Source: an optimization exercise on an open RTL-to-GDS flow (aim: a short achievable clock period and few clock cycles per item). Production flows keep margins and buffers that such runs may drop.
Function was checked by simulation only, so behaviour that the tests miss may differ from the original.
In every run shown here, the design's own scripts or RTL, not TritonCTS, make the clock network.
The flow treats the clock pin as an ideal source. Dropping or thinning the clock tree relies on that and would not hold on a real chip.
Power and IR drop assume default switching activity.

===== design/flow/design.v =====
module dnp3_tx (
    input  wire        clk,
    input  wire        rst,
    input  wire        cmd_valid,
    output wire        cmd_ready,
    input  wire [7:0]  cmd_plen,    
    input  wire [7:0]  cmd_ctrl,    
    input  wire [15:0] cmd_dst,     
    input  wire [15:0] cmd_src,     
    input  wire        in_valid,
    output wire        in_ready,
    input  wire [31:0] in_data,
    output wire        out_valid,
    input  wire        out_ready,
    output wire [31:0] out_data,
    output wire        out_last,
    output reg         done_valid,
    output reg  [3:0]  done_err,
    output reg  [8:0]  done_len
);
    localparam [3:0] E_OK      = 4'd0,
                     E_LENGTH  = 4'd1,
                     E_RANGE   = 4'd6,
                     E_BADFNC  = 4'd8,
                     E_ADDRESS = 4'd9;
    localparam IFD = 4;               
    localparam IQA = 1;               
    localparam IQD = 1 << IQA;
    localparam PFA = 3;               
    localparam PFD = 1 << PFA;        
    function [15:0] crc_s1;
        input [15:0] x;
        begin
            crc_s1[0] = x[3] ^ x[4] ^ x[5] ^ x[8];
            crc_s1[1] = x[0] ^ x[4] ^ x[5] ^ x[6] ^ x[9];
            crc_s1[2] = x[0] ^ x[1] ^ x[5] ^ x[6] ^ x[7] ^ x[10];
            crc_s1[3] = x[0] ^ x[1] ^ x[2] ^ x[3] ^ x[4] ^ x[5] ^ x[6] ^ x[7] ^ x[11];
            crc_s1[4] = x[0] ^ x[1] ^ x[2] ^ x[6] ^ x[7] ^ x[12];
            crc_s1[5] = x[1] ^ x[2] ^ x[4] ^ x[5] ^ x[7] ^ x[13];
            crc_s1[6] = x[0] ^ x[2] ^ x[4] ^ x[6] ^ x[14];
            crc_s1[7] = x[1] ^ x[3] ^ x[5] ^ x[7] ^ x[15];
            crc_s1[8] = x[2] ^ x[3] ^ x[5] ^ x[6];
            crc_s1[9] = x[0] ^ x[3] ^ x[4] ^ x[6] ^ x[7];
            crc_s1[10] = x[0] ^ x[1] ^ x[3] ^ x[7];
            crc_s1[11] = x[1] ^ x[2] ^ x[3] ^ x[5];
            crc_s1[12] = x[0] ^ x[2] ^ x[3] ^ x[4] ^ x[6];
            crc_s1[13] = x[0] ^ x[1] ^ x[3] ^ x[4] ^ x[5] ^ x[7];
            crc_s1[14] = x[1] ^ x[2] ^ x[3] ^ x[6];
            crc_s1[15] = x[2] ^ x[3] ^ x[4] ^ x[7];
        end
    endfunction
    function [15:0] crc_d1;
        input [7:0] x;
        begin
            crc_d1[0] = x[3] ^ x[4] ^ x[5];
            crc_d1[1] = x[0] ^ x[4] ^ x[5] ^ x[6];
            crc_d1[2] = x[0] ^ x[1] ^ x[5] ^ x[6] ^ x[7];
            crc_d1[3] = x[0] ^ x[1] ^ x[2] ^ x[3] ^ x[4] ^ x[5] ^ x[6] ^ x[7];
            crc_d1[4] = x[0] ^ x[1] ^ x[2] ^ x[6] ^ x[7];
            crc_d1[5] = x[1] ^ x[2] ^ x[4] ^ x[5] ^ x[7];
            crc_d1[6] = x[0] ^ x[2] ^ x[4] ^ x[6];
            crc_d1[7] = x[1] ^ x[3] ^ x[5] ^ x[7];
            crc_d1[8] = x[2] ^ x[3] ^ x[5] ^ x[6];
            crc_d1[9] = x[0] ^ x[3] ^ x[4] ^ x[6] ^ x[7];
            crc_d1[10] = x[0] ^ x[1] ^ x[3] ^ x[7];
            crc_d1[11] = x[1] ^ x[2] ^ x[3] ^ x[5];
            crc_d1[12] = x[0] ^ x[2] ^ x[3] ^ x[4] ^ x[6];
            crc_d1[13] = x[0] ^ x[1] ^ x[3] ^ x[4] ^ x[5] ^ x[7];
            crc_d1[14] = x[1] ^ x[2] ^ x[3] ^ x[6];
            crc_d1[15] = x[2] ^ x[3] ^ x[4] ^ x[7];
        end
    endfunction
    function [15:0] crc_s2;
        input [15:0] x;
        begin
            crc_s2[0] = x[1] ^ x[5] ^ x[6] ^ x[7] ^ x[11] ^ x[12] ^ x[13];
            crc_s2[1] = x[0] ^ x[2] ^ x[6] ^ x[7] ^ x[8] ^ x[12] ^ x[13] ^ x[14];
            crc_s2[2] = x[0] ^ x[1] ^ x[3] ^ x[7] ^ x[8] ^ x[9] ^ x[13] ^ x[14] ^ x[15];
            crc_s2[3] = x[0] ^ x[2] ^ x[4] ^ x[5] ^ x[6] ^ x[7] ^ x[8] ^ x[9] ^ x[10] ^ x[11] ^ x[12] ^ x[13] ^ x[14] ^ x[15];
            crc_s2[4] = x[3] ^ x[8] ^ x[9] ^ x[10] ^ x[14] ^ x[15];
            crc_s2[5] = x[1] ^ x[4] ^ x[5] ^ x[6] ^ x[7] ^ x[9] ^ x[10] ^ x[12] ^ x[13] ^ x[15];
            crc_s2[6] = x[0] ^ x[1] ^ x[2] ^ x[8] ^ x[10] ^ x[12] ^ x[14];
            crc_s2[7] = x[1] ^ x[2] ^ x[3] ^ x[9] ^ x[11] ^ x[13] ^ x[15];
            crc_s2[8] = x[0] ^ x[1] ^ x[2] ^ x[3] ^ x[4] ^ x[5] ^ x[6] ^ x[7] ^ x[10] ^ x[11] ^ x[13] ^ x[14];
            crc_s2[9] = x[0] ^ x[1] ^ x[2] ^ x[3] ^ x[4] ^ x[5] ^ x[6] ^ x[7] ^ x[8] ^ x[11] ^ x[12] ^ x[14] ^ x[15];
            crc_s2[10] = x[2] ^ x[3] ^ x[4] ^ x[8] ^ x[9] ^ x[11] ^ x[15];
            crc_s2[11] = x[0] ^ x[1] ^ x[3] ^ x[4] ^ x[6] ^ x[7] ^ x[9] ^ x[10] ^ x[11] ^ x[13];
            crc_s2[12] = x[1] ^ x[2] ^ x[4] ^ x[5] ^ x[7] ^ x[8] ^ x[10] ^ x[11] ^ x[12] ^ x[14];
            crc_s2[13] = x[0] ^ x[2] ^ x[3] ^ x[5] ^ x[6] ^ x[8] ^ x[9] ^ x[11] ^ x[12] ^ x[13] ^ x[15];
            crc_s2[14] = x[3] ^ x[4] ^ x[5] ^ x[9] ^ x[10] ^ x[11] ^ x[14];
            crc_s2[15] = x[0] ^ x[4] ^ x[5] ^ x[6] ^ x[10] ^ x[11] ^ x[12] ^ x[15];
        end
    endfunction
    function [15:0] crc_d2;
        input [15:0] x;
        begin
            crc_d2[0] = x[1] ^ x[5] ^ x[6] ^ x[7] ^ x[11] ^ x[12] ^ x[13];
            crc_d2[1] = x[0] ^ x[2] ^ x[6] ^ x[7] ^ x[8] ^ x[12] ^ x[13] ^ x[14];
            crc_d2[2] = x[0] ^ x[1] ^ x[3] ^ x[7] ^ x[8] ^ x[9] ^ x[13] ^ x[14] ^ x[15];
            crc_d2[3] = x[0] ^ x[2] ^ x[4] ^ x[5] ^ x[6] ^ x[7] ^ x[8] ^ x[9] ^ x[10] ^ x[11] ^ x[12] ^ x[13] ^ x[14] ^ x[15];
            crc_d2[4] = x[3] ^ x[8] ^ x[9] ^ x[10] ^ x[14] ^ x[15];
            crc_d2[5] = x[1] ^ x[4] ^ x[5] ^ x[6] ^ x[7] ^ x[9] ^ x[10] ^ x[12] ^ x[13] ^ x[15];
            crc_d2[6] = x[0] ^ x[1] ^ x[2] ^ x[8] ^ x[10] ^ x[12] ^ x[14];
            crc_d2[7] = x[1] ^ x[2] ^ x[3] ^ x[9] ^ x[11] ^ x[13] ^ x[15];
            crc_d2[8] = x[0] ^ x[1] ^ x[2] ^ x[3] ^ x[4] ^ x[5] ^ x[6] ^ x[7] ^ x[10] ^ x[11] ^ x[13] ^ x[14];
            crc_d2[9] = x[0] ^ x[1] ^ x[2] ^ x[3] ^ x[4] ^ x[5] ^ x[6] ^ x[7] ^ x[8] ^ x[11] ^ x[12] ^ x[14] ^ x[15];
            crc_d2[10] = x[2] ^ x[3] ^ x[4] ^ x[8] ^ x[9] ^ x[11] ^ x[15];
            crc_d2[11] = x[0] ^ x[1] ^ x[3] ^ x[4] ^ x[6] ^ x[7] ^ x[9] ^ x[10] ^ x[11] ^ x[13];
            crc_d2[12] = x[1] ^ x[2] ^ x[4] ^ x[5] ^ x[7] ^ x[8] ^ x[10] ^ x[11] ^ x[12] ^ x[14];
            crc_d2[13] = x[0] ^ x[2] ^ x[3] ^ x[5] ^ x[6] ^ x[8] ^ x[9] ^ x[11] ^ x[12] ^ x[13] ^ x[15];
            crc_d2[14] = x[3] ^ x[4] ^ x[5] ^ x[9] ^ x[10] ^ x[11] ^ x[14];
            crc_d2[15] = x[0] ^ x[4] ^ x[5] ^ x[6] ^ x[10] ^ x[11] ^ x[12] ^ x[15];
        end
    endfunction
    function [15:0] crc_s3;
        input [15:0] x;
        begin
            crc_s3[0] = x[4] ^ x[5] ^ x[6] ^ x[7] ^ x[9] ^ x[13] ^ x[14] ^ x[15];
            crc_s3[1] = x[5] ^ x[6] ^ x[7] ^ x[8] ^ x[10] ^ x[14] ^ x[15];
            crc_s3[2] = x[6] ^ x[7] ^ x[8] ^ x[9] ^ x[11] ^ x[15];
            crc_s3[3] = x[0] ^ x[4] ^ x[5] ^ x[6] ^ x[8] ^ x[10] ^ x[12] ^ x[13] ^ x[14] ^ x[15];
            crc_s3[4] = x[0] ^ x[1] ^ x[4] ^ x[11];
            crc_s3[5] = x[0] ^ x[1] ^ x[2] ^ x[4] ^ x[6] ^ x[7] ^ x[9] ^ x[12] ^ x[13] ^ x[14] ^ x[15];
            crc_s3[6] = x[1] ^ x[2] ^ x[3] ^ x[4] ^ x[6] ^ x[8] ^ x[9] ^ x[10];
            crc_s3[7] = x[0] ^ x[2] ^ x[3] ^ x[4] ^ x[5] ^ x[7] ^ x[9] ^ x[10] ^ x[11];
            crc_s3[8] = x[0] ^ x[1] ^ x[3] ^ x[7] ^ x[8] ^ x[9] ^ x[10] ^ x[11] ^ x[12] ^ x[13] ^ x[14] ^ x[15];
            crc_s3[9] = x[1] ^ x[2] ^ x[4] ^ x[8] ^ x[9] ^ x[10] ^ x[11] ^ x[12] ^ x[13] ^ x[14] ^ x[15];
            crc_s3[10] = x[2] ^ x[3] ^ x[4] ^ x[6] ^ x[7] ^ x[10] ^ x[11] ^ x[12];
            crc_s3[11] = x[0] ^ x[3] ^ x[6] ^ x[8] ^ x[9] ^ x[11] ^ x[12] ^ x[14] ^ x[15];
            crc_s3[12] = x[0] ^ x[1] ^ x[4] ^ x[7] ^ x[9] ^ x[10] ^ x[12] ^ x[13] ^ x[15];
            crc_s3[13] = x[1] ^ x[2] ^ x[5] ^ x[8] ^ x[10] ^ x[11] ^ x[13] ^ x[14];
            crc_s3[14] = x[2] ^ x[3] ^ x[4] ^ x[5] ^ x[7] ^ x[11] ^ x[12] ^ x[13];
            crc_s3[15] = x[3] ^ x[4] ^ x[5] ^ x[6] ^ x[8] ^ x[12] ^ x[13] ^ x[14];
        end
    endfunction
    function [15:0] crc_d3;
        input [23:0] x;
        begin
            crc_d3[0] = x[4] ^ x[5] ^ x[6] ^ x[7] ^ x[9] ^ x[13] ^ x[14] ^ x[15] ^ x[19] ^ x[20] ^ x[21];
            crc_d3[1] = x[5] ^ x[6] ^ x[7] ^ x[8] ^ x[10] ^ x[14] ^ x[15] ^ x[16] ^ x[20] ^ x[21] ^ x[22];
            crc_d3[2] = x[6] ^ x[7] ^ x[8] ^ x[9] ^ x[11] ^ x[15] ^ x[16] ^ x[17] ^ x[21] ^ x[22] ^ x[23];
            crc_d3[3] = x[0] ^ x[4] ^ x[5] ^ x[6] ^ x[8] ^ x[10] ^ x[12] ^ x[13] ^ x[14] ^ x[15] ^ x[16] ^ x[17] ^ x[18] ^ x[19] ^ x[20] ^ x[21] ^ x[22] ^ x[23];
            crc_d3[4] = x[0] ^ x[1] ^ x[4] ^ x[11] ^ x[16] ^ x[17] ^ x[18] ^ x[22] ^ x[23];
            crc_d3[5] = x[0] ^ x[1] ^ x[2] ^ x[4] ^ x[6] ^ x[7] ^ x[9] ^ x[12] ^ x[13] ^ x[14] ^ x[15] ^ x[17] ^ x[18] ^ x[20] ^ x[21] ^ x[23];
            crc_d3[6] = x[1] ^ x[2] ^ x[3] ^ x[4] ^ x[6] ^ x[8] ^ x[9] ^ x[10] ^ x[16] ^ x[18] ^ x[20] ^ x[22];
            crc_d3[7] = x[0] ^ x[2] ^ x[3] ^ x[4] ^ x[5] ^ x[7] ^ x[9] ^ x[10] ^ x[11] ^ x[17] ^ x[19] ^ x[21] ^ x[23];
            crc_d3[8] = x[0] ^ x[1] ^ x[3] ^ x[7] ^ x[8] ^ x[9] ^ x[10] ^ x[11] ^ x[12] ^ x[13] ^ x[14] ^ x[15] ^ x[18] ^ x[19] ^ x[21] ^ x[22];
            crc_d3[9] = x[1] ^ x[2] ^ x[4] ^ x[8] ^ x[9] ^ x[10] ^ x[11] ^ x[12] ^ x[13] ^ x[14] ^ x[15] ^ x[16] ^ x[19] ^ x[20] ^ x[22] ^ x[23];
            crc_d3[10] = x[2] ^ x[3] ^ x[4] ^ x[6] ^ x[7] ^ x[10] ^ x[11] ^ x[12] ^ x[16] ^ x[17] ^ x[19] ^ x[23];
            crc_d3[11] = x[0] ^ x[3] ^ x[6] ^ x[8] ^ x[9] ^ x[11] ^ x[12] ^ x[14] ^ x[15] ^ x[17] ^ x[18] ^ x[19] ^ x[21];
            crc_d3[12] = x[0] ^ x[1] ^ x[4] ^ x[7] ^ x[9] ^ x[10] ^ x[12] ^ x[13] ^ x[15] ^ x[16] ^ x[18] ^ x[19] ^ x[20] ^ x[22];
            crc_d3[13] = x[1] ^ x[2] ^ x[5] ^ x[8] ^ x[10] ^ x[11] ^ x[13] ^ x[14] ^ x[16] ^ x[17] ^ x[19] ^ x[20] ^ x[21] ^ x[23];
            crc_d3[14] = x[2] ^ x[3] ^ x[4] ^ x[5] ^ x[7] ^ x[11] ^ x[12] ^ x[13] ^ x[17] ^ x[18] ^ x[19] ^ x[22];
            crc_d3[15] = x[3] ^ x[4] ^ x[5] ^ x[6] ^ x[8] ^ x[12] ^ x[13] ^ x[14] ^ x[18] ^ x[19] ^ x[20] ^ x[23];
        end
    endfunction
    function [15:0] crc_s4;
        input [15:0] x;
        begin
            crc_s4[0] = x[1] ^ x[2] ^ x[3] ^ x[4] ^ x[5] ^ x[12] ^ x[13] ^ x[14] ^ x[15];
            crc_s4[1] = x[2] ^ x[3] ^ x[4] ^ x[5] ^ x[6] ^ x[13] ^ x[14] ^ x[15];
            crc_s4[2] = x[3] ^ x[4] ^ x[5] ^ x[6] ^ x[7] ^ x[14] ^ x[15];
            crc_s4[3] = x[0] ^ x[1] ^ x[2] ^ x[3] ^ x[6] ^ x[7] ^ x[8] ^ x[12] ^ x[13] ^ x[14];
            crc_s4[4] = x[5] ^ x[7] ^ x[8] ^ x[9] ^ x[12];
            crc_s4[5] = x[0] ^ x[1] ^ x[2] ^ x[3] ^ x[4] ^ x[5] ^ x[6] ^ x[8] ^ x[9] ^ x[10] ^ x[12] ^ x[14] ^ x[15];
            crc_s4[6] = x[0] ^ x[6] ^ x[7] ^ x[9] ^ x[10] ^ x[11] ^ x[12] ^ x[14];
            crc_s4[7] = x[0] ^ x[1] ^ x[7] ^ x[8] ^ x[10] ^ x[11] ^ x[12] ^ x[13] ^ x[15];
            crc_s4[8] = x[3] ^ x[4] ^ x[5] ^ x[8] ^ x[9] ^ x[11] ^ x[15];
            crc_s4[9] = x[0] ^ x[4] ^ x[5] ^ x[6] ^ x[9] ^ x[10] ^ x[12];
            crc_s4[10] = x[2] ^ x[3] ^ x[4] ^ x[6] ^ x[7] ^ x[10] ^ x[11] ^ x[12] ^ x[14] ^ x[15];
            crc_s4[11] = x[1] ^ x[2] ^ x[7] ^ x[8] ^ x[11] ^ x[14];
            crc_s4[12] = x[2] ^ x[3] ^ x[8] ^ x[9] ^ x[12] ^ x[15];
            crc_s4[13] = x[3] ^ x[4] ^ x[9] ^ x[10] ^ x[13];
            crc_s4[14] = x[0] ^ x[1] ^ x[2] ^ x[3] ^ x[10] ^ x[11] ^ x[12] ^ x[13] ^ x[15];
            crc_s4[15] = x[0] ^ x[1] ^ x[2] ^ x[3] ^ x[4] ^ x[11] ^ x[12] ^ x[13] ^ x[14];
        end
    endfunction
    function [15:0] crc_d4;
        input [31:0] x;
        begin
            crc_d4[0] = x[1] ^ x[2] ^ x[3] ^ x[4] ^ x[5] ^ x[12] ^ x[13] ^ x[14] ^ x[15] ^ x[17] ^ x[21] ^ x[22] ^ x[23] ^ x[27] ^ x[28] ^ x[29];
            crc_d4[1] = x[2] ^ x[3] ^ x[4] ^ x[5] ^ x[6] ^ x[13] ^ x[14] ^ x[15] ^ x[16] ^ x[18] ^ x[22] ^ x[23] ^ x[24] ^ x[28] ^ x[29] ^ x[30];
            crc_d4[2] = x[3] ^ x[4] ^ x[5] ^ x[6] ^ x[7] ^ x[14] ^ x[15] ^ x[16] ^ x[17] ^ x[19] ^ x[23] ^ x[24] ^ x[25] ^ x[29] ^ x[30] ^ x[31];
            crc_d4[3] = x[0] ^ x[1] ^ x[2] ^ x[3] ^ x[6] ^ x[7] ^ x[8] ^ x[12] ^ x[13] ^ x[14] ^ x[16] ^ x[18] ^ x[20] ^ x[21] ^ x[22] ^ x[23] ^ x[24] ^ x[25] ^ x[26] ^ x[27] ^ x[28] ^ x[29] ^ x[30] ^ x[31];
            crc_d4[4] = x[5] ^ x[7] ^ x[8] ^ x[9] ^ x[12] ^ x[19] ^ x[24] ^ x[25] ^ x[26] ^ x[30] ^ x[31];
            crc_d4[5] = x[0] ^ x[1] ^ x[2] ^ x[3] ^ x[4] ^ x[5] ^ x[6] ^ x[8] ^ x[9] ^ x[10] ^ x[12] ^ x[14] ^ x[15] ^ x[17] ^ x[20] ^ x[21] ^ x[22] ^ x[23] ^ x[25] ^ x[26] ^ x[28] ^ x[29] ^ x[31];
            crc_d4[6] = x[0] ^ x[6] ^ x[7] ^ x[9] ^ x[10] ^ x[11] ^ x[12] ^ x[14] ^ x[16] ^ x[17] ^ x[18] ^ x[24] ^ x[26] ^ x[28] ^ x[30];
            crc_d4[7] = x[0] ^ x[1] ^ x[7] ^ x[8] ^ x[10] ^ x[11] ^ x[12] ^ x[13] ^ x[15] ^ x[17] ^ x[18] ^ x[19] ^ x[25] ^ x[27] ^ x[29] ^ x[31];
            crc_d4[8] = x[3] ^ x[4] ^ x[5] ^ x[8] ^ x[9] ^ x[11] ^ x[15] ^ x[16] ^ x[17] ^ x[18] ^ x[19] ^ x[20] ^ x[21] ^ x[22] ^ x[23] ^ x[26] ^ x[27] ^ x[29] ^ x[30];
            crc_d4[9] = x[0] ^ x[4] ^ x[5] ^ x[6] ^ x[9] ^ x[10] ^ x[12] ^ x[16] ^ x[17] ^ x[18] ^ x[19] ^ x[20] ^ x[21] ^ x[22] ^ x[23] ^ x[24] ^ x[27] ^ x[28] ^ x[30] ^ x[31];
            crc_d4[10] = x[2] ^ x[3] ^ x[4] ^ x[6] ^ x[7] ^ x[10] ^ x[11] ^ x[12] ^ x[14] ^ x[15] ^ x[18] ^ x[19] ^ x[20] ^ x[24] ^ x[25] ^ x[27] ^ x[31];
            crc_d4[11] = x[1] ^ x[2] ^ x[7] ^ x[8] ^ x[11] ^ x[14] ^ x[16] ^ x[17] ^ x[19] ^ x[20] ^ x[22] ^ x[23] ^ x[25] ^ x[26] ^ x[27] ^ x[29];
            crc_d4[12] = x[2] ^ x[3] ^ x[8] ^ x[9] ^ x[12] ^ x[15] ^ x[17] ^ x[18] ^ x[20] ^ x[21] ^ x[23] ^ x[24] ^ x[26] ^ x[27] ^ x[28] ^ x[30];
            crc_d4[13] = x[3] ^ x[4] ^ x[9] ^ x[10] ^ x[13] ^ x[16] ^ x[18] ^ x[19] ^ x[21] ^ x[22] ^ x[24] ^ x[25] ^ x[27] ^ x[28] ^ x[29] ^ x[31];
            crc_d4[14] = x[0] ^ x[1] ^ x[2] ^ x[3] ^ x[10] ^ x[11] ^ x[12] ^ x[13] ^ x[15] ^ x[19] ^ x[20] ^ x[21] ^ x[25] ^ x[26] ^ x[27] ^ x[30];
            crc_d4[15] = x[0] ^ x[1] ^ x[2] ^ x[3] ^ x[4] ^ x[11] ^ x[12] ^ x[13] ^ x[14] ^ x[16] ^ x[20] ^ x[21] ^ x[22] ^ x[26] ^ x[27] ^ x[28] ^ x[31];
        end
    endfunction
    function [15:0] crc_ha;
        input [39:0] x;
        begin
            crc_ha[0] = x[3] ^ x[5] ^ x[9] ^ x[10] ^ x[11] ^ x[12] ^ x[13] ^ x[20] ^ x[21] ^ x[22] ^ x[23] ^ x[25] ^ x[29] ^ x[30] ^ x[31] ^ x[35] ^ x[36] ^ x[37] ^ 1'b1;
            crc_ha[1] = x[0] ^ x[4] ^ x[6] ^ x[10] ^ x[11] ^ x[12] ^ x[13] ^ x[14] ^ x[21] ^ x[22] ^ x[23] ^ x[24] ^ x[26] ^ x[30] ^ x[31] ^ x[32] ^ x[36] ^ x[37] ^ x[38];
            crc_ha[2] = x[0] ^ x[1] ^ x[5] ^ x[7] ^ x[11] ^ x[12] ^ x[13] ^ x[14] ^ x[15] ^ x[22] ^ x[23] ^ x[24] ^ x[25] ^ x[27] ^ x[31] ^ x[32] ^ x[33] ^ x[37] ^ x[38] ^ x[39];
            crc_ha[3] = x[1] ^ x[2] ^ x[3] ^ x[5] ^ x[6] ^ x[8] ^ x[9] ^ x[10] ^ x[11] ^ x[14] ^ x[15] ^ x[16] ^ x[20] ^ x[21] ^ x[22] ^ x[24] ^ x[26] ^ x[28] ^ x[29] ^ x[30] ^ x[31] ^ x[32] ^ x[33] ^ x[34] ^ x[35] ^ x[36] ^ x[37] ^ x[38] ^ x[39];
            crc_ha[4] = x[2] ^ x[4] ^ x[5] ^ x[6] ^ x[7] ^ x[13] ^ x[15] ^ x[16] ^ x[17] ^ x[20] ^ x[27] ^ x[32] ^ x[33] ^ x[34] ^ x[38] ^ x[39];
            crc_ha[5] = x[6] ^ x[7] ^ x[8] ^ x[9] ^ x[10] ^ x[11] ^ x[12] ^ x[13] ^ x[14] ^ x[16] ^ x[17] ^ x[18] ^ x[20] ^ x[22] ^ x[23] ^ x[25] ^ x[28] ^ x[29] ^ x[30] ^ x[31] ^ x[33] ^ x[34] ^ x[36] ^ x[37] ^ x[39];
            crc_ha[6] = x[3] ^ x[5] ^ x[7] ^ x[8] ^ x[14] ^ x[15] ^ x[17] ^ x[18] ^ x[19] ^ x[20] ^ x[22] ^ x[24] ^ x[25] ^ x[26] ^ x[32] ^ x[34] ^ x[36] ^ x[38] ^ 1'b1;
            crc_ha[7] = x[4] ^ x[6] ^ x[8] ^ x[9] ^ x[15] ^ x[16] ^ x[18] ^ x[19] ^ x[20] ^ x[21] ^ x[23] ^ x[25] ^ x[26] ^ x[27] ^ x[33] ^ x[35] ^ x[37] ^ x[39] ^ 1'b1;
            crc_ha[8] = x[0] ^ x[3] ^ x[7] ^ x[11] ^ x[12] ^ x[13] ^ x[16] ^ x[17] ^ x[19] ^ x[23] ^ x[24] ^ x[25] ^ x[26] ^ x[27] ^ x[28] ^ x[29] ^ x[30] ^ x[31] ^ x[34] ^ x[35] ^ x[37] ^ x[38];
            crc_ha[9] = x[0] ^ x[1] ^ x[4] ^ x[8] ^ x[12] ^ x[13] ^ x[14] ^ x[17] ^ x[18] ^ x[20] ^ x[24] ^ x[25] ^ x[26] ^ x[27] ^ x[28] ^ x[29] ^ x[30] ^ x[31] ^ x[32] ^ x[35] ^ x[36] ^ x[38] ^ x[39];
            crc_ha[10] = x[1] ^ x[2] ^ x[3] ^ x[10] ^ x[11] ^ x[12] ^ x[14] ^ x[15] ^ x[18] ^ x[19] ^ x[20] ^ x[22] ^ x[23] ^ x[26] ^ x[27] ^ x[28] ^ x[32] ^ x[33] ^ x[35] ^ x[39] ^ 1'b1;
            crc_ha[11] = x[2] ^ x[4] ^ x[5] ^ x[9] ^ x[10] ^ x[15] ^ x[16] ^ x[19] ^ x[22] ^ x[24] ^ x[25] ^ x[27] ^ x[28] ^ x[30] ^ x[31] ^ x[33] ^ x[34] ^ x[35] ^ x[37] ^ 1'b1;
            crc_ha[12] = x[3] ^ x[5] ^ x[6] ^ x[10] ^ x[11] ^ x[16] ^ x[17] ^ x[20] ^ x[23] ^ x[25] ^ x[26] ^ x[28] ^ x[29] ^ x[31] ^ x[32] ^ x[34] ^ x[35] ^ x[36] ^ x[38];
            crc_ha[13] = x[0] ^ x[4] ^ x[6] ^ x[7] ^ x[11] ^ x[12] ^ x[17] ^ x[18] ^ x[21] ^ x[24] ^ x[26] ^ x[27] ^ x[29] ^ x[30] ^ x[32] ^ x[33] ^ x[35] ^ x[36] ^ x[37] ^ x[39] ^ 1'b1;
            crc_ha[14] = x[1] ^ x[3] ^ x[7] ^ x[8] ^ x[9] ^ x[10] ^ x[11] ^ x[18] ^ x[19] ^ x[20] ^ x[21] ^ x[23] ^ x[27] ^ x[28] ^ x[29] ^ x[33] ^ x[34] ^ x[35] ^ x[38] ^ 1'b1;
            crc_ha[15] = x[2] ^ x[4] ^ x[8] ^ x[9] ^ x[10] ^ x[11] ^ x[12] ^ x[19] ^ x[20] ^ x[21] ^ x[22] ^ x[24] ^ x[28] ^ x[29] ^ x[30] ^ x[34] ^ x[35] ^ x[36] ^ x[39];
        end
    endfunction
    function [15:0] crc_hb;
        input [7:0] x;
        begin
            crc_hb[0] = x[0] ^ x[1] ^ x[4] ^ x[6] ^ x[7];
            crc_hb[1] = x[0] ^ x[1] ^ x[2] ^ x[5] ^ x[7];
            crc_hb[2] = x[0] ^ x[1] ^ x[2] ^ x[3] ^ x[6];
            crc_hb[3] = x[2] ^ x[3] ^ x[6];
            crc_hb[4] = x[1] ^ x[3] ^ x[6];
            crc_hb[5] = x[0] ^ x[1] ^ x[2] ^ x[6];
            crc_hb[6] = x[0] ^ x[2] ^ x[3] ^ x[4] ^ x[6];
            crc_hb[7] = x[0] ^ x[1] ^ x[3] ^ x[4] ^ x[5] ^ x[7];
            crc_hb[8] = x[0] ^ x[2] ^ x[5] ^ x[7];
            crc_hb[9] = x[1] ^ x[3] ^ x[6];
            crc_hb[10] = x[0] ^ x[1] ^ x[2] ^ x[6];
            crc_hb[11] = x[2] ^ x[3] ^ x[4] ^ x[6];
            crc_hb[12] = x[0] ^ x[3] ^ x[4] ^ x[5] ^ x[7];
            crc_hb[13] = x[0] ^ x[1] ^ x[4] ^ x[5] ^ x[6];
            crc_hb[14] = x[2] ^ x[4] ^ x[5];
            crc_hb[15] = x[0] ^ x[3] ^ x[5] ^ x[6];
        end
    endfunction
    function [3:0] header_err;
        input [7:0]  c;
        input [15:0] dst;
        input [15:0] src;
        reg          fnc_ok, fcv_req;
        begin
            fnc_ok  = c[6] ? (c[3:0] == 4'd0 || c[3:0] == 4'd1 || c[3:0] == 4'd2 ||
                              c[3:0] == 4'd3 || c[3:0] == 4'd4 || c[3:0] == 4'd9)
                           : (c[3:0] == 4'd0 || c[3:0] == 4'd1 || c[3:0] == 4'd11);
            fcv_req = (c[3:0] == 4'd2) || (c[3:0] == 4'd3);
            if (!fnc_ok)                        header_err = E_BADFNC;
            else if (c[6] && (c[4] != fcv_req)) header_err = E_RANGE;
            else if (!c[6] && c[5])             header_err = E_RANGE;
            else if (src == 16'hFFFF)           header_err = E_ADDRESS;
            else if (dst == src)                header_err = E_ADDRESS;
            else                                header_err = E_OK;
        end
    endfunction
    reg rst_r;
    always @(posedge clk) rst_r <= rst;
    wire rst_any = rst | rst_r;
    reg        cmd_ready_r;           
    reg        cmd_ready_p;           
    reg        c1_v;
    reg [7:0]  c1_p, c1_c;
    reg [15:0] c1_d, c1_s;
    assign cmd_ready = cmd_ready_p;
    always @(posedge clk) begin
        c1_v <= !rst && cmd_valid && cmd_ready_r;
        c1_p <= cmd_plen;
        c1_c <= cmd_ctrl;
        c1_d <= cmd_dst;
        c1_s <= cmd_src;
    end
    wire        c1_w    = c1_v && !rst_r;
    wire [7:0]  c1_len  = c1_p + 8'd5;
    wire [4:0]  c1_pblk = {1'b0, c1_p[7:4]} + {4'd0, (c1_p[3:0] != 4'd0)};
    wire [8:0]  c1_p10  = {1'b0, c1_p} + 9'd10;      
    wire [3:0]  c1_err  = (c1_p > 8'd250) ? E_LENGTH : header_err(c1_c, c1_d, c1_s);
    wire        c1_ok   = (c1_err == E_OK);
    wire [6:0]  c1_nb   = {1'b0, c1_p[7:2]} + {6'd0, (c1_p[1:0] != 2'd0)};
    wire [15:0] c1_hs   = crc_ha({c1_s, c1_d, c1_c}) ^ crc_hb(c1_len);    
    reg [93:0]  iq_mem [0:IQD-1];
    reg [IQA-1:0] iq_wr, iq_rd;
    reg [IQA:0] iq_cnt;
    reg [IQA:0] iq_free;              
    reg         iq_ne;
    wire        iq_pop;
    always @(posedge clk) begin
        if (c1_w)
            iq_mem[iq_wr] <= {c1_hs, c1_s, c1_d, c1_c, c1_len, (c1_p == 8'd0), c1_nb, c1_ok,
                              c1_err, c1_p10, c1_pblk, 1'b0, c1_p[1:0]};
    end
    wire [IQA:0] iq_free_n = iq_free - {{IQA{1'b0}}, c1_v} + {{IQA{1'b0}}, iq_pop};
    wire [IQA:0] iq_cnt_n  = iq_cnt + {{IQA{1'b0}}, c1_w} - {{IQA{1'b0}}, iq_pop};
    always @(posedge clk) begin
        if (rst_r) begin
            iq_wr  <= {IQA{1'b0}};
            iq_rd  <= {IQA{1'b0}};
            iq_cnt <= {(IQA+1){1'b0}};
            iq_ne  <= 1'b0;
        end else begin
            if (c1_w) iq_wr <= iq_wr + 1'b1;
            if (iq_pop) iq_rd <= iq_rd + 1'b1;
            iq_cnt <= iq_cnt_n;
            iq_ne  <= (iq_cnt_n != 0);
        end
        if (rst_any) begin
            iq_free     <= IQD;
            cmd_ready_r <= 1'b1;
            cmd_ready_p <= 1'b1;
        end else begin
            iq_free     <= iq_free_n;
            cmd_ready_r <= (iq_free_n > {{IQA{1'b0}}, cmd_ready_r});
            cmd_ready_p <= (iq_free_n > {{IQA{1'b0}}, cmd_ready_p});
        end
    end
    reg        in_ready_r;            
    reg        in_ready_p;            
    reg        i1_v;
    reg [31:0] i1_d;
    assign in_ready = in_ready_p;
    always @(posedge clk) begin
        i1_v <= !rst && in_valid && in_ready_r;
        i1_d <= in_data;
    end
    reg [31:0] if_mem [0:IFD-1];
    reg [1:0]  if_wr, if_rd;
    reg        if_ne;
    reg [2:0]  if_cnt;
    reg [2:0]  if_free;               
    wire       if_pop;
    wire [2:0] if_cnt_n  = if_cnt + {2'd0, i1_v} - {2'd0, if_pop};
    wire [2:0] if_free_n = if_free - {2'd0, i1_v} + {2'd0, if_pop};
    always @(posedge clk) begin
        if (i1_v) if_mem[if_wr] <= i1_d;
        if (rst_r) begin
            if_wr <= 2'd0; if_rd <= 2'd0; if_cnt <= 3'd0; if_ne <= 1'b0;
        end else begin
            if (i1_v) if_wr <= if_wr + 2'd1;
            if (if_pop) if_rd <= if_rd + 2'd1;
            if_cnt <= if_cnt_n;
            if_ne  <= (if_cnt_n != 3'd0);
        end
        if (rst_any) begin
            if_free    <= IFD;
            in_ready_r <= 1'b1;
            in_ready_p <= 1'b1;
        end else begin
            if_free    <= if_free_n;
            in_ready_r <= (if_free_n > {2'd0, in_ready_r});
            in_ready_p <= (if_free_n > {2'd0, in_ready_p});
        end
    end
    wire [93:0] iq_h     = iq_mem[iq_rd];
    wire [15:0] iqh_hs   = iq_h[93:78];
    wire [15:0] iqh_src  = iq_h[77:62];
    wire [15:0] iqh_dst  = iq_h[61:46];
    wire [7:0]  iqh_ctrl = iq_h[45:38];
    wire [7:0]  iqh_len  = iq_h[37:30];
    wire        iqh_zp   = iq_h[29];
    wire [6:0]  iqh_nb   = iq_h[28:22];
    wire        iqh_ok   = iq_h[21];
    wire [3:0]  iqh_err  = iq_h[20:17];
    wire [8:0]  iqh_p10  = iq_h[16:8];
    wire [5:0]  iqh_pb2  = iq_h[7:2];
    wire [1:0]  iqh_pm   = iq_h[1:0];
    localparam [1:0] IP_CMD = 2'd0, IP_HDR = 2'd1, IP_PAY = 2'd2;
    reg  [1:0]  ip;
    reg         cur_ok, cur_last;
    reg  [6:0]  cur_rem;
    reg  [3:0]  cur_err;
    reg  [8:0]  cur_tlen;
    reg  [1:0]  cur_pm, cur_bib;
    reg  [PFD-1:0] pf_cred;           
    wire        cred_ok = pf_cred[0];
    wire pf_pop;
    wire go_cmd  = (ip == IP_CMD) && iq_ne && cred_ok;
    wire go_hdr  = (ip == IP_HDR) && cred_ok;
    wire beat    = (ip == IP_PAY) && if_ne && (!cur_ok || cred_ok);
    wire issue   = (go_cmd && iqh_ok) || go_hdr || (beat && cur_ok);
    wire ld_cur  = (go_cmd && !iqh_ok) || go_hdr;
    assign iq_pop = ld_cur;
    assign if_pop = beat;
    wire [31:0] if_h = if_mem[if_rd];
    reg         s2_v, s2_hdr, s2_first, s2_end, s2_last;
    reg  [1:0]  s2_k;                 
    reg  [31:0] s2_d;
    reg  [15:0] s2_hs;
    always @(posedge clk) begin
        s2_hs <= iqh_hs;
        case (ip)
            IP_CMD: begin
                s2_d     <= {iqh_ctrl, iqh_len, 8'h64, 8'h05};
                s2_hdr   <= 1'b1;
                s2_first <= 1'b1;
                s2_end   <= 1'b0;
                s2_last  <= 1'b0;
                s2_k     <= 2'd0;
            end
            IP_HDR: begin
                s2_d     <= {iqh_src, iqh_dst};
                s2_hdr   <= 1'b1;
                s2_first <= 1'b1;
                s2_end   <= 1'b1;
                s2_last  <= iqh_zp;
                s2_k     <= 2'd0;
            end
            default: begin
                s2_d     <= if_h;
                s2_hdr   <= 1'b0;
                s2_first <= (cur_bib == 2'd0);
                s2_end   <= (cur_bib == 2'd3) || cur_last;
                s2_last  <= cur_last;
                s2_k     <= cur_last ? cur_pm : 2'd0;
            end
        endcase
        if (rst_r) begin
            ip      <= IP_CMD;
            s2_v    <= 1'b0;
            pf_cred <= {PFD{1'b1}};
        end else begin
            s2_v    <= issue;
            if (issue && !pf_pop)
                pf_cred <= {1'b0, pf_cred[PFD-1:1]};
            else if (pf_pop && !issue)
                pf_cred <= {pf_cred[PFD-2:0], 1'b1};
            if (go_cmd)
                ip <= iqh_ok ? IP_HDR : ((iqh_nb == 7'd0) ? IP_CMD : IP_PAY);
            else if (go_hdr)
                ip <= iqh_zp ? IP_CMD : IP_PAY;
            else if (beat && cur_last)
                ip <= IP_CMD;
        end
        if (ld_cur) begin
            cur_ok   <= iqh_ok;
            cur_rem  <= iqh_nb;
            cur_last <= (iqh_nb == 7'd1);
            cur_err  <= iqh_err;
            cur_tlen <= iqh_ok ? (iqh_p10 + {3'd0, iqh_pb2}) : 9'd0;
            cur_pm   <= iqh_pm;
            cur_bib  <= 2'd0;
        end else if (beat) begin
            cur_rem  <= cur_rem - 7'd1;
            cur_last <= (cur_rem == 7'd2);
            cur_bib  <= cur_bib + 2'd1;
        end
        if (rst_any)
            done_valid <= 1'b0;
        else
            done_valid <= (go_cmd && !iqh_ok && iqh_nb == 7'd0) || (go_hdr && iqh_zp) ||
                          (beat && cur_last);
        done_err <= (ip == IP_PAY) ? cur_err  : iqh_err;
        done_len <= (ip == IP_PAY) ? cur_tlen : ((ip == IP_HDR) ? 9'd10 : 9'd0);
    end
    reg         s3_v, s3_first, s3_end, s3_last;
    reg  [1:0]  s3_k;
    reg  [3:0]  s3_oh;                
    reg  [31:0] s3_d;
    reg  [15:0] s3_dx;
    always @(posedge clk) begin
        s3_v     <= s2_v && !rst_r;
        s3_first <= s2_first;
        s3_end   <= s2_end;
        s3_last  <= s2_last;
        s3_k     <= s2_k;
        s3_oh    <= {s2_k == 2'd3, s2_k == 2'd2, s2_k == 2'd1, s2_k == 2'd0};
        s3_d     <= s2_d;
        if (s2_hdr)
            s3_dx <= s2_hs;
        else case (s2_k)
            2'd1:    s3_dx <= crc_d1(s2_d[7:0]);
            2'd2:    s3_dx <= crc_d2(s2_d[15:0]);
            2'd3:    s3_dx <= crc_d3(s2_d[23:0]);
            default: s3_dx <= crc_d4(s2_d);
        endcase
    end
    reg  [15:0] acc;
    reg         s4_v, s4_end, s4_last;
    reg  [1:0]  s4_k;
    reg  [31:0] s4_d;
    wire [15:0] acc_in = s3_first ? 16'd0 : acc;
    wire [15:0] acc_s = ({16{s3_oh[0]}} & crc_s4(acc_in)) | ({16{s3_oh[1]}} & crc_s1(acc_in)) |
                        ({16{s3_oh[2]}} & crc_s2(acc_in)) | ({16{s3_oh[3]}} & crc_s3(acc_in));
    always @(posedge clk) begin
        s4_v    <= s3_v && !rst_r;
        s4_end  <= s3_end;
        s4_last <= s3_last;
        s4_k    <= s3_k;
        s4_d    <= s3_d;
        if (s3_v) acc <= acc_s ^ s3_dx;
    end
    wire [15:0] crc_o = ~acc;
    reg  [49:0] chunk;
    always @(*) begin
        if (!s4_end)
            chunk = {1'b0, 1'b0, 16'd0, s4_d};
        else if (!s4_last)
            chunk = {1'b0, 1'b1, crc_o, s4_d};
        else case (s4_k)
            2'd1:    chunk = {1'b1, 1'b0, 24'd0, crc_o, s4_d[7:0]};
            2'd2:    chunk = {1'b1, 1'b0, 16'd0, crc_o, s4_d[15:0]};
            2'd3:    chunk = {1'b1, 1'b1, 8'd0,  crc_o, s4_d[23:0]};
            default: chunk = {1'b1, 1'b1,        crc_o, s4_d};
        endcase
    end
    reg         s5_v;
    reg  [49:0] s5_c;
    always @(posedge clk) begin
        s5_v <= s4_v && !rst_r;
        s5_c <= chunk;
    end
    reg  [49:0]  pf_mem [0:PFD-1];
    reg  [PFD-1:0] pf_wr, pf_rd1;     
    reg  [PFD-1:0] pf_cnt;            
    wire         pf_hv = pf_cnt[0];                  
    wire         pf_c0 = !pf_cnt[0];                 
    wire         pf_c1 = pf_cnt[0] && !pf_cnt[1];    
    reg  [49:0]  pf_h;
    wire         pf_push = s5_v;
    reg  [49:0]  pf_nx;
    integer      j;
    always @(*) begin
        pf_nx = 50'd0;
        for (j = 0; j < PFD; j = j + 1)
            pf_nx = pf_nx | (pf_rd1[j] ? pf_mem[j] : 50'd0);
    end
    always @(posedge clk) begin
        for (j = 0; j < PFD; j = j + 1)
            if (pf_push && pf_wr[j]) pf_mem[j] <= s5_c;
        if (pf_push && (pf_pop ? pf_c1 : pf_c0))
            pf_h <= s5_c;
        else if (pf_pop)
            pf_h <= pf_nx;
        if (rst_r) begin
            pf_wr  <= {{(PFD-1){1'b0}}, 1'b1};
            pf_rd1 <= {{(PFD-2){1'b0}}, 2'b10};
            pf_cnt <= {PFD{1'b0}};
        end else begin
            if (pf_push) pf_wr  <= {pf_wr[PFD-2:0], pf_wr[PFD-1]};
            if (pf_pop)  pf_rd1 <= {pf_rd1[PFD-2:0], pf_rd1[PFD-1]};
            if (pf_push && !pf_pop)
                pf_cnt <= {pf_cnt[PFD-2:0], 1'b1};
            else if (pf_pop && !pf_push)
                pf_cnt <= {1'b0, pf_cnt[PFD-1:1]};
        end
    end
    reg         pc2, pc4;   
    reg         pl;         
    reg  [31:0] pend;
    reg         up_rdy;     
    wire        take    = up_rdy && !pc4 && pf_hv;
    wire        emit    = (up_rdy && pc4) || take;
    wire        ck_last = pf_h[49];
    wire        ck_wide = pf_h[48];
    assign pf_pop = take;
    wire [31:0] e_d = pc4 ? pend : (pc2 ? {pf_h[15:0], pend[15:0]} : pf_h[31:0]);
    wire        e_l = pc4 ? pl : (ck_last && !pc2 && !ck_wide);
    always @(posedge clk) begin
        if (take)
            pend <= pc2 ? pf_h[47:16] : {16'd0, pf_h[47:32]};
        if (rst_r) begin
            pc2 <= 1'b0;
            pc4 <= 1'b0;
            pl  <= 1'b0;
        end else if (up_rdy && pc4) begin
            pc4 <= 1'b0;
        end else if (take) begin
            if (ck_last) begin
                pc2 <= 1'b0;
                pc4 <= pc2 || ck_wide;
                pl  <= 1'b1;
            end else begin
                pc2 <= pc2 ^ ck_wide;
                pc4 <= pc2 & ck_wide;
                pl  <= 1'b0;
            end
        end
    end
    reg         o_v, k_v;
    reg         o_vp;                 
    reg  [32:0] o_q, o_hd, k_q;
    assign out_valid = o_vp;
    assign out_data  = o_q[31:0];
    assign out_last  = o_q[32];
    wire        o_free = !o_v || out_ready;
    wire [32:0] o_new  = k_v ? k_q : {e_l, e_d};
    always @(posedge clk) begin
        if (o_free)
            o_hd <= o_new;
        if (rst_any)
            o_q <= 33'd0;
        else
            o_q <= o_free ? o_new : o_hd;
        if (!k_v)
            k_q <= {e_l, e_d};
        if (rst_any) begin
            o_v    <= 1'b0;
            o_vp   <= 1'b0;
            k_v    <= 1'b0;
            up_rdy <= 1'b0;
        end else begin
            o_v    <= !o_free || k_v || emit;
            o_vp   <= (o_vp && !out_ready) || k_v || emit;
            k_v    <= !o_free && (k_v || emit);
            up_rdy <= !(!o_free && (k_v || emit));
        end
    end
endmodule

===== design/flow/flow/run.sh =====
#!/bin/bash
# The standard layout (standard.sh), with three changes to how it is made:
#  - the setup repair aims further below the clock period (SETUP_SLACK_MARGIN),
#  - the ports are buffered with buf_4 cells,
#  - the clock tree is built by flow/mcts.tcl (a balanced two-level tree of
#    clkbuf_16 cells: four root buffers on the clock port, each driving the
#    leaf buffers of its part of the die) in place of TritonCTS; it also
#    places each flip-flop that drives an output port next to its port buffer.
# The whole ORFS output goes to standard.log in this folder.
set -e
here=$(pwd)
export SETUP_SLACK_MARGIN=6
export BUFFER_PORTS_ARGS="-buffer_cell sky130_fd_sc_hd__buf_4"
export PRE_CTS_TCL=$here/flow/mcts.tcl
export MCTS_LEAF=24
export MCTS_ROOTS=4
export MCTS_SPAN=100
bash standard.sh > standard.log 2>&1

===== design/flow/flow/mcts.tcl =====
set mcts_leaf  [expr {[info exists ::env(MCTS_LEAF)] ? $::env(MCTS_LEAF) : 24}]
set mcts_roots [expr {[info exists ::env(MCTS_ROOTS)] ? $::env(MCTS_ROOTS) : 4}]
set mcts_db    [ord::get_db]
set mcts_block [ord::get_db_block]
set mcts_clk   [$mcts_block findNet clk]
set mcts_buf   [$mcts_db findMaster sky130_fd_sc_hd__clkbuf_16]

proc mcts_center {inst} {
  set bb [$inst getBBox]
  return [list [expr {([$bb xMin] + [$bb xMax]) / 2}] [expr {([$bb yMin] + [$bb yMax]) / 2}]]
}

# split a list of {x y item} into k groups of near-equal size, compact:
# recursive bisection across the longer side of the group's bounding box
proc mcts_split {items k} {
  set n [llength $items]
  if {$k <= 1 || $n <= 1} { return [list $items] }
  set xs {}; set ys {}
  foreach it $items { lappend xs [lindex $it 0]; lappend ys [lindex $it 1] }
  set w [expr {[tcl::mathfunc::max {*}$xs] - [tcl::mathfunc::min {*}$xs]}]
  set h [expr {[tcl::mathfunc::max {*}$ys] - [tcl::mathfunc::min {*}$ys]}]
  set axis [expr {$w >= $h ? 0 : 1}]
  set sorted [lsort -integer -index $axis $items]
  set k1 [expr {$k / 2}]
  set n1 [expr {int(round(double($n) * $k1 / $k))}]
  return [concat [mcts_split [lrange $sorted 0 [expr {$n1 - 1}]] $k1] \
                 [mcts_split [lrange $sorted $n1 end] [expr {$k - $k1}]]]
}

proc mcts_centroid {items} {
  set sx 0; set sy 0
  foreach it $items { incr sx [lindex $it 0]; incr sy [lindex $it 1] }
  set n [llength $items]
  return [list [expr {$sx / $n}] [expr {$sy / $n}]]
}

# Place each flip-flop that drives an output port's buffer next to that
# buffer, so its output wire is short; detailed placement legalizes them.
set mcts_moved 0
if {![info exists ::env(MCTS_MOVE_OUT)] || $::env(MCTS_MOVE_OUT)} {
  foreach bt [$mcts_block getBTerms] {
    if {[$bt getIoType] != "OUTPUT"} { continue }
    set net [$bt getNet]
    if {$net == "NULL" || $net == ""} { continue }
    set drv ""
    foreach it [$net getITerms] { if {[$it isOutputSignal]} { set drv $it } }
    if {$drv == ""} { continue }
    set buf [$drv getInst]
    set ff ""
    foreach it [$buf getITerms] {
      if {[$it isInputSignal]} {
        set n2 [$it getNet]
        if {$n2 == "NULL" || $n2 == ""} { continue }
        foreach it2 [$n2 getITerms] { if {[$it2 isOutputSignal]} { set ff [$it2 getInst] } }
      }
    }
    if {$ff == ""} { continue }
    if {![string match "*__*df*" [[$ff getMaster] getName]]} { continue }
    set loc [$buf getLocation]
    $ff setLocation [lindex $loc 0] [lindex $loc 1]
    incr mcts_moved
  }
}
puts "mcts: moved $mcts_moved output flip-flops next to their port buffers"

set mcts_sinks {}
foreach it [$mcts_clk getITerms] {
  lappend mcts_sinks [concat [mcts_center [$it getInst]] [list $it]]
}
set mcts_n [llength $mcts_sinks]
set mcts_k [expr {int(ceil(double($mcts_n) / $mcts_leaf))}]
puts "mcts: $mcts_n sinks, $mcts_k leaf buffers, $mcts_roots root buffers"

# a group spread wider than MCTS_SPAN um (half perimeter) is split again,
# so that no leaf drives a long wire
set mcts_span [expr {[info exists ::env(MCTS_SPAN)] ? $::env(MCTS_SPAN) : 80}]
set mcts_span_dbu [expr {int($mcts_span * [$mcts_block getDbUnitsPerMicron])}]
proc mcts_hpwl {items} {
  set xs {}; set ys {}
  foreach it $items { lappend xs [lindex $it 0]; lappend ys [lindex $it 1] }
  return [expr {[tcl::mathfunc::max {*}$xs] - [tcl::mathfunc::min {*}$xs] + \
                [tcl::mathfunc::max {*}$ys] - [tcl::mathfunc::min {*}$ys]}]
}
set mcts_groups {}
set mcts_todo [mcts_split $mcts_sinks $mcts_k]
while {[llength $mcts_todo] > 0} {
  set grp [lindex $mcts_todo 0]
  set mcts_todo [lrange $mcts_todo 1 end]
  if {[llength $grp] > 1 && [mcts_hpwl $grp] > $mcts_span_dbu} {
    set mcts_todo [concat [mcts_split $grp 2] $mcts_todo]
  } else {
    lappend mcts_groups $grp
  }
}
puts "mcts: [llength $mcts_groups] leaf groups after splitting groups wider than $mcts_span um"

set mcts_leaves {}
set li 0
foreach grp $mcts_groups {
  set c [mcts_centroid $grp]
  set inst [odb::dbInst_create $mcts_block $mcts_buf "mcts_leaf_$li"]
  set w [[$inst getMaster] getWidth]
  $inst setLocation [expr {[lindex $c 0] - $w / 2}] [lindex $c 1]
  $inst setPlacementStatus PLACED
  set net [odb::dbNet_create $mcts_block "mcts_l$li"]
  $net setSigType CLOCK
  [$inst findITerm X] connect $net
  foreach s $grp {
    set it [lindex $s 2]
    $it disconnect
    $it connect $net
  }
  lappend mcts_leaves [list [lindex $c 0] [lindex $c 1] $inst]
  incr li
}

set ri 0
foreach grp [mcts_split $mcts_leaves $mcts_roots] {
  set c [mcts_centroid $grp]
  set inst [odb::dbInst_create $mcts_block $mcts_buf "mcts_root_$ri"]
  set w [[$inst getMaster] getWidth]
  $inst setLocation [expr {[lindex $c 0] - $w / 2}] [lindex $c 1]
  $inst setPlacementStatus PLACED
  set net [odb::dbNet_create $mcts_block "mcts_r$ri"]
  $net setSigType CLOCK
  [$inst findITerm X] connect $net
  [$inst findITerm A] connect $mcts_clk
  foreach l $grp {
    [[lindex $l 2] findITerm A] connect $net
  }
  incr ri
}
$mcts_clk setSigType CLOCK

# the tree is built: the flow's call to TritonCTS does nothing else
rename clock_tree_synthesis mcts_unused_cts
proc clock_tree_synthesis {args} {
  puts "mcts: clock tree built by hand; TritonCTS skipped"
  set_propagated_clock [all_clocks]
}

===== design/flow/standard.sh =====
#!/bin/bash
# synth_recipe.tcl (not shown) runs the flow's synth.tcl, then flattens the netlist and writes it again
# the make line also repeats each setting of config.mk as NAME=value (left out here)
make -C /OpenROAD-flow-scripts/flow DESIGN_CONFIG=/design/flow/config.mk WORK_HOME=/design/flow/orfs CLKGATE_MAP_FILE= SYNTH_SCRIPT=/design/flow/synth_recipe.tcl "${@:-finish}"

===== design/flow/config.mk =====
export PLATFORM = sky130hd
export DESIGN_NAME = dnp3_tx
export DESIGN_NICKNAME = dnp3_tx
export VERILOG_FILES = /design/flow/design.v
export SDC_FILE = /design/flow/constraint.sdc
export NUM_CORES = 4
export LEC_CHECK = 0
export ABC_CLOCK_PERIOD_IN_PS = 2500
export CAP_MARGIN = 20
export CORE_MARGIN = 2
export CORE_UTILIZATION = 55
export PLACE_DENSITY = 0.65
export SLEW_MARGIN = 20

===== design/flow/constraint.sdc =====
create_clock -name core_clock -period 8.0 [get_ports {clk}]
set_input_delay 1.6000 -clock core_clock [delete_from_list [all_inputs] [get_ports {clk}]]
set_output_delay 1.6000 -clock core_clock [all_outputs]
set_load 0.01 [all_outputs]

==> results of run 1 <==
-- layout by cell type, fill, tap and decap left out, types with 29 or more instances in the layout --
cell type and n:
a21oi_1 60, a221oi_1 100, a22o_1 101, a31oi_1 35
and2_1 37, and2_4 46, buf_12 57, buf_4 328
buf_6 117, clkbuf_16 68, dfxtp_1 321, dfxtp_2 97
dfxtp_4 46, edfxtp_1 831, ha_1 29, inv_1 52
mux2_2 61, mux2i_1 70, mux4_2 56, nand2_1 182
nor2_1 159, o21ai_0 65, xnor2_1 312, xnor2_2 111
xnor2_4 65, xnor3_1 32, xor2_1 99
-- state kept, by name (all words and copies together), names as in the netlist, 9 cells and up, named ones only --
name,cells
acc,16
c1_d,16
c1_s,16
cur_tlen,9
done_len,9
i1_d,32
if_mem,128
iq_mem,182
k_q,33
o_hd,33
o_q,33
pend,32
pf_h,50
pf_mem,400
s2_d,32
s2_hs,16
s3_d,32
s3_dx,16
s4_d,32
s5_c,50
-- power by group --
| group | internal (µW) | switching, µW |
|---|---|---|
| Clock | 1400 | 1940 |
| Combinational | 5120 | 4490 |
| Sequential | 7990 | 705 |
-- repair_timing --
action                                  CTS  global route
pin swaps                               160           128
buffers inserted                        237           108
gates resized for setup                 627           222
endpoints found under the setup margin  635           657
cloned                                   13            15
-- per-layer routing --
metal | vias up | track usage, % | wire (µm)
li1 | 13700 | - | -
met1 | 15700 | 37.0 | 56500
met2 | 1305 | 49.4 | 74100
met3 | 328 | 2.20 | 8520
met4 | 4 | 10.6 | 7320
met5 | - | 0 | 24
-- area by class of cell --
cell class                      instances  area share, %
Multi-Input combinational cell       2033           32.5
Sequential cell                      1295           53.8
Timing Repair Buffer                  522           8.37
Antenna cell                            1        0.00390
Inverter                               72          0.485
Tap cell                             1265           2.46
Buffer                                 63           2.45
-- logic make-up after synthesis --
group / synth area share [%]
AOI/OAI and AO/OA: 6.90
xor gates and xnor gates: 13.8
adders and majority gates: 1.21
buffers and inverters: 2.30
DFF: 65.4
muxes: 5.67
and+or+nand+nor: 4.75
-- per-stage QoR --
step	util [%]	cell area (µm²)	std cells
2_1_floorplan	-	53400	3596
3_3_place_gp	58.2	55100	4814
3_5_place_dp	58.2	55100	4814
4_1_cts	65.3	61800	5127
5_1_grt	67.8	64200	5250
6_report	67.8	64200	5251
-- final timing paths --
| kind | start | to | slack, ns |
|---|---|---|---|
| max | in_ready_p | in_ready | 5.46 |
| min | s3_d[20] | s4_d[20] | 0.33 |
| max reg2reg | acc[4] | acc[3] | 5.54 |
| min reg2reg | s3_d[20] | s4_d[20] | 0.33 |
==> flow_metrics.env, run 1 <==
export IMPL_status="timing/DRC/antenna clean"
export IMPL_rsz0062_at_grt="true"
export IMPL_p_per_area_nw_per_um2=337
export IMPL_finalHoldViolCount=0
export IMPL_viasPerCell=5.92
export IMPL_power_uw=21600
export IMPL_drive_above_1_share_pct=33.9
export IMPL_hold_path_cell_count=0
export IMPL_wl_mm=146
export IMPL_worst_path_max_delay_cell="dfxtp_2"
export IMPL_initial_core_util_pct=55.3
export IMPL_worst_pin_slew_ns=0.931
export IMPL_netlist_instances=3596
export IMPL_wl_per_cell_um=27.9
export IMPL_reg2reg_depth=8
export IMPL_hold_path_class="flip-flop to flip-flop"
export IMPL_finalSetupViolCount=0
export IMPL_area_growth_synth_to_final_pct=22.6
export IMPL_drtPass1Iterations=5
export IMPL_preCtsSetupSlack_ns=4.93
export IMPL_fillers=6325
export IMPL_avgSynthCellArea_um2=14.6
export IMPL_crit_type="flip-flop to output port"
export IMPL_die_h_um=313
export IMPL_worstPathCellList="buf_6"
export IMPL_grt_max_degree=68
export IMPL_synth_most_common_cell="edfxtp_1"
export IMPL_ys_types=69
export IMPL_grt_pass1_vias=30800
export IMPL_fmax_ghz=0.393
export IMPL_clkTransAtPathRegs_ns=0.10
export IMPL_cp_required_ns=6.40
export IMPL_leakagePower_uw=0.0232
export IMPL_skew_ns=0.0491
export IMPL_fin_tns_setup_ns=0
export IMPL_die_area_um2=97700
export IMPL_core_um2=94700
export IMPL_synth_fp_nets=3730
export IMPL_multiInputGateArea_um2=20900
export IMPL_synth_area_um2=52400
export IMPL_synth_seq_cells=1295
export IMPL_clock_latency_ns=0.49
export IMPL_max_slew_margin_pct=37.9
export IMPL_antenna_left=0
export IMPL_crit_path_max_fanout=2
export IMPL_dp_hpwl_mm=87.3
export IMPL_rows=113
export IMPL_synth_common_cells="edfxtp_1 (831), xnor2_1 (469), dfxtp_1 (464)"
export IMPL_synth_seq_area_share_pct=65.4
export IMPL_drtIter0Drc=3401
export IMPL_slew_violations=0
export IMPL_track_usage_pct=28.2
export IMPL_synth_top_area_share_pct=47.6
export IMPL_synth_async_reset_ratio_pct=0
export IMPL_vias=31100
export IMPL_die_x_um=313
export IMPL_fin_ws_ns=5.46
export IMPL_grt_pass1_wl_mm=205
export IMPL_io_pins=135
export IMPL_yosys_most_used_dff="edfxtp_1"
export IMPL_cpLargestDelayFamily="flip-flops"
export IMPL_drc=0
export IMPL_maxCapViolations=0
export IMPL_peakVddDrop_uv=423
export IMPL_cp_num_buf_inv=1
export IMPL_synth_area_top_cells="edfxtp_1 (48%), dfxtp_1 (18%), xnor2_1 (7.8%)"
export IMPL_gp_congestion=0.917
export IMPL_antenna_found_initial=8
export IMPL_cts_hold_buf=0
export IMPL_place_port_buffers=134
export IMPL_cp_depth=1
export IMPL_synth_edff_count=831
export IMPL_worst_setup_path_start_kind="flip-flop"
export IMPL_synth_area_leader_cell="edfxtp_1"
export IMPL_grt_overflow_total=0
export IMPL_yosys_warnings=2
export IMPL_seq_area_um2=34500
export IMPL_timing_hold_ws_ns=0.331
export IMPL_critPathCaptureType="output port"
export IMPL_slowest_delay_ns=0.34
export IMPL_crit_arrival_ns=0.94
export IMPL_period_share_pct=31.8
export IMPL_post_route_min_period_ns=2.54
export IMPL_nets=4121
Testbench counts, summed over its fixed seeds: cycles 12,214, frames 320.
==> inputs of run 2 (changes only) <==
--- a/design/flow/flow/run.sh
+++ b/design/flow/flow/run.sh
@@ -12,7 +12,7 @@
 export SETUP_SLACK_MARGIN=6
 export BUFFER_PORTS_ARGS="-buffer_cell sky130_fd_sc_hd__buf_4"
 export PRE_CTS_TCL=$here/flow/mcts.tcl
-export MCTS_LEAF=24
+export MCTS_LEAF=26
 export MCTS_ROOTS=4
-export MCTS_SPAN=100
+export MCTS_SPAN=90
 bash standard.sh > standard.log 2>&1
==> flow_metrics.env, run 2 <==
export IMPL_status="timing/DRC/antenna clean"
export IMPL_drtIter0Drc=3155
export IMPL_rsz0062_at_grt="true"
export IMPL_fillers=6381
export IMPL_utilization_pct=67.5
export IMPL_biggestRegsByFlops="pf_mem x400, iq_mem x182, if_mem x128"
export IMPL_maxCapViolations=0
export IMPL_crit_type="flip-flop to output port"
export IMPL_crit_path_max_fanout=2
export IMPL_synth_area_um2=52400
export IMPL_worst_pin_slew_ns=0.928
export IMPL_die_h_um=313
export IMPL_top_register="pf_mem"
export IMPL_initial_core_util_pct=55.3
export IMPL_power_uw=21600
export IMPL_synth_seq_area_share_pct=65.4
export IMPL_worst_path_max_delay_cell="dfxtp_2"
export IMPL_finalSetupViolCount=0
export IMPL_track_usage_pct=28.2
export IMPL_synth_most_common_cell="edfxtp_1"
export IMPL_final_cells=5228
export IMPL_ys_types=69
export IMPL_grt_pass1_vias=30800
export IMPL_rows=113
export IMPL_synth_seq_cells=1295
export IMPL_synth_async_reset_ratio_pct=0
export IMPL_synth_edff_count=831
export IMPL_critPathCaptureType="output port"
export IMPL_area_growth_synth_to_final_pct=22.1
export IMPL_period_share_pct=32.0
export IMPL_post_route_min_period_ns=2.56
export IMPL_antenna_found_initial=6
export IMPL_clock_latency_ns=0.51
export IMPL_crit_arrival_ns=0.96
export IMPL_place_port_buffers=134
export IMPL_grt_max_degree=68
export IMPL_fin_tns_setup_ns=0
export IMPL_synth_top_area_share_pct=47.6
export IMPL_clkTransAtPathRegs_ns=0.10
export IMPL_worst_setup_path_start_kind="flip-flop"
export IMPL_synth_fp_nets=3730
export IMPL_peakVddDrop_uv=420
export IMPL_final_common_cell="edfxtp_1"
export IMPL_netlist_instances=3596
export IMPL_grt_pass1_wl_mm=205
export IMPL_placedCellCount=4814
export IMPL_fmax_ghz=0.390
export IMPL_synth_common_cells="edfxtp_1 (831), xnor2_1 (469), dfxtp_1 (464)"
export IMPL_gp_congestion=0.917
export IMPL_antennaDiodeCount=0
export IMPL_wl_mm=145
export IMPL_drc=0
export IMPL_skew_ns=0.0723
export IMPL_yosys_warnings=2
export IMPL_wl_per_cell_um=27.7
export IMPL_slew_violations=0
export IMPL_antenna_left=0
export IMPL_cp_num_buf_inv=1
export IMPL_avgSynthCellArea_um2=14.6
export IMPL_drive_above_1_share_pct=34.0
export IMPL_grt_overflow_total=0
export IMPL_p_per_area_nw_per_um2=338
export IMPL_worstPathCellList="buf_6"
export IMPL_die_area_um2=97700
export IMPL_slowest_delay_ns=0.36
export IMPL_cpLargestDelayFamily="flip-flops"
export IMPL_synth_area_leader_cell="edfxtp_1"
export IMPL_core_um2=94700
export IMPL_hold_path_class="flip-flop to flip-flop"
export IMPL_yosys_most_used_dff="edfxtp_1"
export IMPL_max_slew_margin_pct=38.0
export IMPL_finalHoldViolCount=0
export IMPL_vias=30900
export IMPL_final_cell_mix="edfxtp_1 (831), buf_4 (325), dfxtp_1 (322)"
export IMPL_synth_area_top_cells="edfxtp_1 (48%), dfxtp_1 (18%), xnor2_1 (7.8%)"
export IMPL_viasPerCell=5.90
export IMPL_leakagePower_uw=0.0231
export IMPL_dp_hpwl_mm=87.3
export IMPL_cp_required_ns=6.40
export IMPL_nets=4099
export IMPL_die_x_um=313
export IMPL_drtPass1Iterations=7
export IMPL_timing_hold_ws_ns=0.332
export IMPL_largest_register_ffs=400
export IMPL_io_pins=135
-- run 2: cell types whose count changed in the layout (fill, tap and decap cells not counted), sizes merged --
cell | before | now
buf | 514 | 488
bufbuf | 3 | 2
nand2b | 26 | 29
diode | 1 | 0
clkbuf | 68 | 72
inv | 66 | 65
nand2 | 193 | 191
clkinvlp | 3 | 4
-- run 2: worst reg2reg max path, cell delays in order (launching register included) --
cell     delay (ns)
dfxtp_4        0.53
xor2_2         0.27
xnor3_2        0.43
xnor2_1        0.15
xnor2_1        0.16
mux4_2         0.47
mux2_2         0.27
-- run 2: logic make-up after synthesis --
logic type / Yosys count / share of synthesized area (%)
flip-flops: 1295 / 65.4
XOR/XNOR: 696 / 13.8
AND/OR/NAND/NOR: 541 / 4.75
AO/OA/AOI/OAI: 513 / 6.90
buffers and inverters: 286 / 2.30
multiplexers: 216 / 5.67
adder cells (fa/ha/maj): 49 / 1.21
-- run 2: area by class of cell --
class | instances | area, µm² | share of cell area [%]
inverter | 72 | 308 | 0.481
sequential | 1295 | 34500 | 54.0
multi-input combinational | 2034 | 21000 | 32.8
tap | 1265 | 1580 | 2.47
timing repair buffer | 493 | 4840 | 7.57
buffer | 69 | 1730 | 2.70
-- run 2: metrics by stage --
stage | cell area, µm² | setup slack, ns
after floorplan | 53400 | 5.44
after global placement | 55100 | 5.00
after detailed placement | 55100 | 4.93
after CTS | 61900 | 5.41
after global routing | 64000 | 5.39
final | 64000 | 5.44
-- run 2: power breakdown --
part	switching [µW]	internal, µW	leakage (µW)
sequential	689	7990	0.0115
combinational	4440	5050	0.0108
clock	1950	1520	0.000850
-- run 2: what timing repair did --
action,4_1_cts,5_1_grt
buffers inserted,232,89
gates cloned,14,10
hold endpoints to repair,0,0
resized for setup,630,226
pin swaps,164,149
setup endpoints to repair,631,533
hold buffers,0,0
-- run 2: path summary, 6_finish.rpt --
| kind | from | end | slack (ns) | cells past startpoint |
|---|---|---|---|---|
| worst max-delay path | done_err[2] | done_err[2] | 5.44 | 1 |
| worst min-delay path | s2_last | s3_last | 0.33 | 0 |
| worst max register to register | s2_d[5] | s3_dx[5] | 5.57 | 6 |
| worst min register to register | s2_last | s3_last | 0.33 | 0 |
-- run 2: metal layers --
metal	wire length (µm)	GRT usage [%]
met1	55200	36.7
met2	74400	49.8
met3	8880	2.79
met4	6060	9.45
met5	8	0

-- port drivers added, routing unchanged --
Ports are ideal in the flow. The routed layouts listed here were re-timed in OpenROAD.
Step 1 assumes that a clkbuf_16 drives the clock port and a buf_2 every other input.
Step 2 also shifts input and output timing later by t, the mid clock arrival at the registers, as if the neighbouring blocks saw the same clock.
Slacks: ideal ports / drivers / drivers and shift; pairs: ideal ports / drivers.
run	t, ns	slack for setup (ns)	worst data-port slew with drivers (ns)
run 1	0.614	5.458 / 5.307 / 5.262	0.06
run 2	0.629	5.439 / 5.277 / 5.347	0.06
After both steps setup and hold are still met in every run listed. For run 1, which loses most, drivers alone change the setup slack by -0.151 ns; drivers and shift together by -0.196 ns.
